From an optimization exercise on the open Yosys and OpenROAD flow, aimed at a short achievable clock period and few clock cycles; shortcuts taken in it are not production practice. RTL that was checked went through simulation tests only; none was proved equivalent to the original. No activity file was given, so power comes from the tool's default toggle rates.

==> flow/design.v (excerpt) <==
module snappy_dec (
    input  wire        clk,
    input  wire        rst,
    input  wire        start,
    input  wire [15:0] src_len,
    input  wire [15:0] dst_cap,
    output wire        busy,
    output reg         done,
    output reg  [7:0]  fault,
    output reg  [31:0] result,
    output reg  [31:0] info0,
    output reg  [31:0] info1,
    output reg         in_re,
    output reg  [15:0] in_addr,
    input  wire [7:0]  in_rdata,
    output reg         out_re,
    output reg  [15:0] out_raddr,
    input  wire [7:0]  out_rdata,
    output reg         out_we,
    output reg  [15:0] out_waddr,
    output reg  [7:0]  out_wdata
);
Settings: LEC_CHECK=0, ABC_CLOCK_PERIOD_IN_PS=3000, CAP_MARGIN=20, CORE_MARGIN=2, CORE_UTILIZATION=60, SLEW_MARGIN=20; clock period 10.0 ns.
standard.sh (not shown) runs the stock make flow with config.mk's settings and CLKGATE_MAP_FILE= SYNTH_SCRIPT=/design/flow/synth_recipe.tcl, a recipe that flattens the netlist after the stock synthesis.
==> flow/flow/run.sh <==
#!/bin/bash
set -euo pipefail
bash standard.sh SETUP_SLACK_MARGIN=7.2 finish > flow_make.log 2>&1
Change:
--- a/flow/design.v
+++ b/flow/design.v
@@ -51,92 +51,94 @@
     assign busy = busy_q;
     wire go = start & idle;
     reg        fin;           
     reg        fin_ok;
     reg  [15:0] na;           
     reg         rd_pend;      
     reg         fetch_en;
     reg  [7:0]  iq [0:3];
-    reg  [1:0]  iq_wp, iq_rp;
-    reg  [2:0]  iq_cnt;
+    reg  [2:0]  iq_wp, iq_rp;     
     reg  [7:0]  hb;           
     reg         hv;           
     reg         pop;          
-    wire [2:0]  iq_use = iq_cnt + {2'd0, hv} + {2'd0, in_re} + {2'd0, rd_pend};
-    wire        issue = fetch_en && (iq_use < 3'd4) && (na != src_len_q);
+    reg  [3:0]  cr_t;
+    wire        issue = fetch_en && !cr_t[3] && (na != src_len_q);
     wire        h_take = !hv || pop;
-    wire        iq_v = (iq_cnt != 3'd0);
+    wire        iq_v = (iq_wp != iq_rp);
     wire        iq_pop  = h_take && iq_v;
     wire        iq_push = rd_pend && !(h_take && !iq_v);
     always @(posedge clk) begin
         if (idle || fin) begin
             in_addr <= 16'd0;
             na      <= (go & ~fin) ? 16'd1 : 16'd0;
         end else begin
             in_addr <= na;               
             if (issue) na <= na + 16'd1;
         end
     end
     always @(posedge clk) begin
         if (rst) begin
             in_re   <= 1'b0;
             rd_pend <= 1'b0;
-            iq_wp   <= 2'd0;
-            iq_rp   <= 2'd0;
-            iq_cnt  <= 3'd0;
+            iq_wp   <= 3'd0;
+            iq_rp   <= 3'd0;
+            cr_t    <= 4'd0;
             hv      <= 1'b0;
         end else begin
             rd_pend <= in_re;
-            if (idle || fin)
+            if (idle || fin) begin
                 in_re <= go & ~fin;
-            else
+                cr_t  <= {3'd0, go & ~fin};
+            end else begin
                 in_re <= issue;
+                if (issue && !pop)      cr_t <= {cr_t[2:0], 1'b1};
+                else if (!issue && pop) cr_t <= {1'b0, cr_t[3:1]};
+            end
             if (fin) begin
-                iq_wp  <= 2'd0;
-                iq_rp  <= 2'd0;
-                iq_cnt <= 3'd0;
+                iq_wp  <= 3'd0;
+                iq_rp  <= 3'd0;
                 hv     <= 1'b0;
             end else begin
-                if (iq_push) iq_wp <= iq_wp + 2'd1;
-                if (iq_pop)  iq_rp <= iq_rp + 2'd1;
-                if (iq_push && !iq_pop)      iq_cnt <= iq_cnt + 3'd1;
-                else if (!iq_push && iq_pop) iq_cnt <= iq_cnt - 3'd1;
+                if (iq_push) iq_wp <= iq_wp + 3'd1;
+                if (iq_pop)  iq_rp <= iq_rp + 3'd1;
                 if (h_take) hv <= iq_v || rd_pend;
             end
         end
     end
     always @(posedge clk) begin
-        if (iq_push) iq[iq_wp] <= in_rdata;
-        if (h_take) hb <= iq_v ? iq[iq_rp] : in_rdata;
+        if (iq_push) iq[iq_wp[1:0]] <= in_rdata;
+        if (h_take) hb <= iq_v ? iq[iq_rp[1:0]] : in_rdata;
     end
     reg         cq_lit  [0:3];
     reg  [1:0]  cq_mode [0:3];
     reg  [15:0] cq_len  [0:3];
     reg  [15:0] cq_src  [0:3];
     reg         cq_one  [0:3];
     reg  [2:0]  cq_wp, cq_rp;     
-    wire [2:0]  cq_used  = cq_wp - cq_rp;
+    reg  [3:0]  cq_t;             
     wire        cq_v     = (cq_wp != cq_rp);
-    wire        cq_stall = cq_used[2] || (cq_used[1:0] == 2'd3);
+    wire        cq_stall = cq_t[2];
     reg         cq_push;
     reg         cq_pop;
     reg  [7:0]  lq [0:15];
     reg  [4:0]  lq_wp, lq_rp;     
     wire        lq_full = (lq_wp[3:0] == lq_rp[3:0]) && (lq_wp[4] != lq_rp[4]);
     wire        lq_v    = (lq_wp != lq_rp);
     reg         lq_push;
     reg         lq_pop;
     always @(posedge clk) begin
         if (rst || fin) begin
-            cq_wp <= 3'd0; cq_rp <= 3'd0;
+            cq_wp <= 3'd0; cq_rp <= 3'd0; cq_t <= 4'd0;
             lq_wp <= 5'd0; lq_rp <= 5'd0;
         end else begin
             if (cq_push) cq_wp <= cq_wp + 3'd1;
             if (cq_pop)  cq_rp <= cq_rp + 3'd1;
+            if (cq_push && !cq_pop)      cq_t <= {cq_t[2:0], 1'b1};
+            else if (!cq_push && cq_pop) cq_t <= {1'b0, cq_t[3:1]};
             if (lq_push) lq_wp <= lq_wp + 5'd1;
             if (lq_pop)  lq_rp <= lq_rp + 5'd1;
         end
     end
     reg  [16:0] rem;          
     reg         rem_z;        
     reg  [31:0] decl;         
     reg  [2:0]  vn;           
What happened:
- clock-buffer cell count rises by 2
- synthesized area rises by 0.30%
- final area rises by 1.1%
- cell count rises by 1.9%
- critical path depth falls by 13
- setup slack improves by 0.15 ns
- sequential share of layout area falls by 0.20 points
- total power falls by 5.5%
- wire length rises by 1.1%
- maximum frequency rises by 4.8%
- combinational power falls by 22%
Testbench counts after the change, summed over its fixed seeds: cycles 151,711.
Function not checked in the first run of this note: the RTL went through the layout flow alone.

==> port drivers added, routing unchanged <==
The flow's constraints put no driver on any port. The routed layouts listed below were extracted and timed again, unchanged, in two steps. Step 1: set_driving_cell puts a clkbuf_16 on clk and a buf_2 on each other input, an assumption about the parent block. Step 2 moves the port delays by t, midway between the first and last clock arrival at a register: inputs arrive t later, outputs are due t later. That takes back most of the time a late clock gives input paths. Slacks: ideal / step 1 / step 2; pairs: ideal / step 1.
| run | t (ns) | setup slack, ns | latest minus earliest clock arrival (ns) |
|---|---|---|---|
| the first run | 0.705 | 6.736 / 6.736 / 6.563 | 0.035 / 0.035 |
| the second run | 0.693 | 6.886 / 6.827 / 6.644 | 0.022 / 0.022 |
After both steps setup and hold are still met in every run listed. For the second run, which loses most, drivers alone change the setup slack by -0.059 ns; drivers and shift together by -0.242 ns.
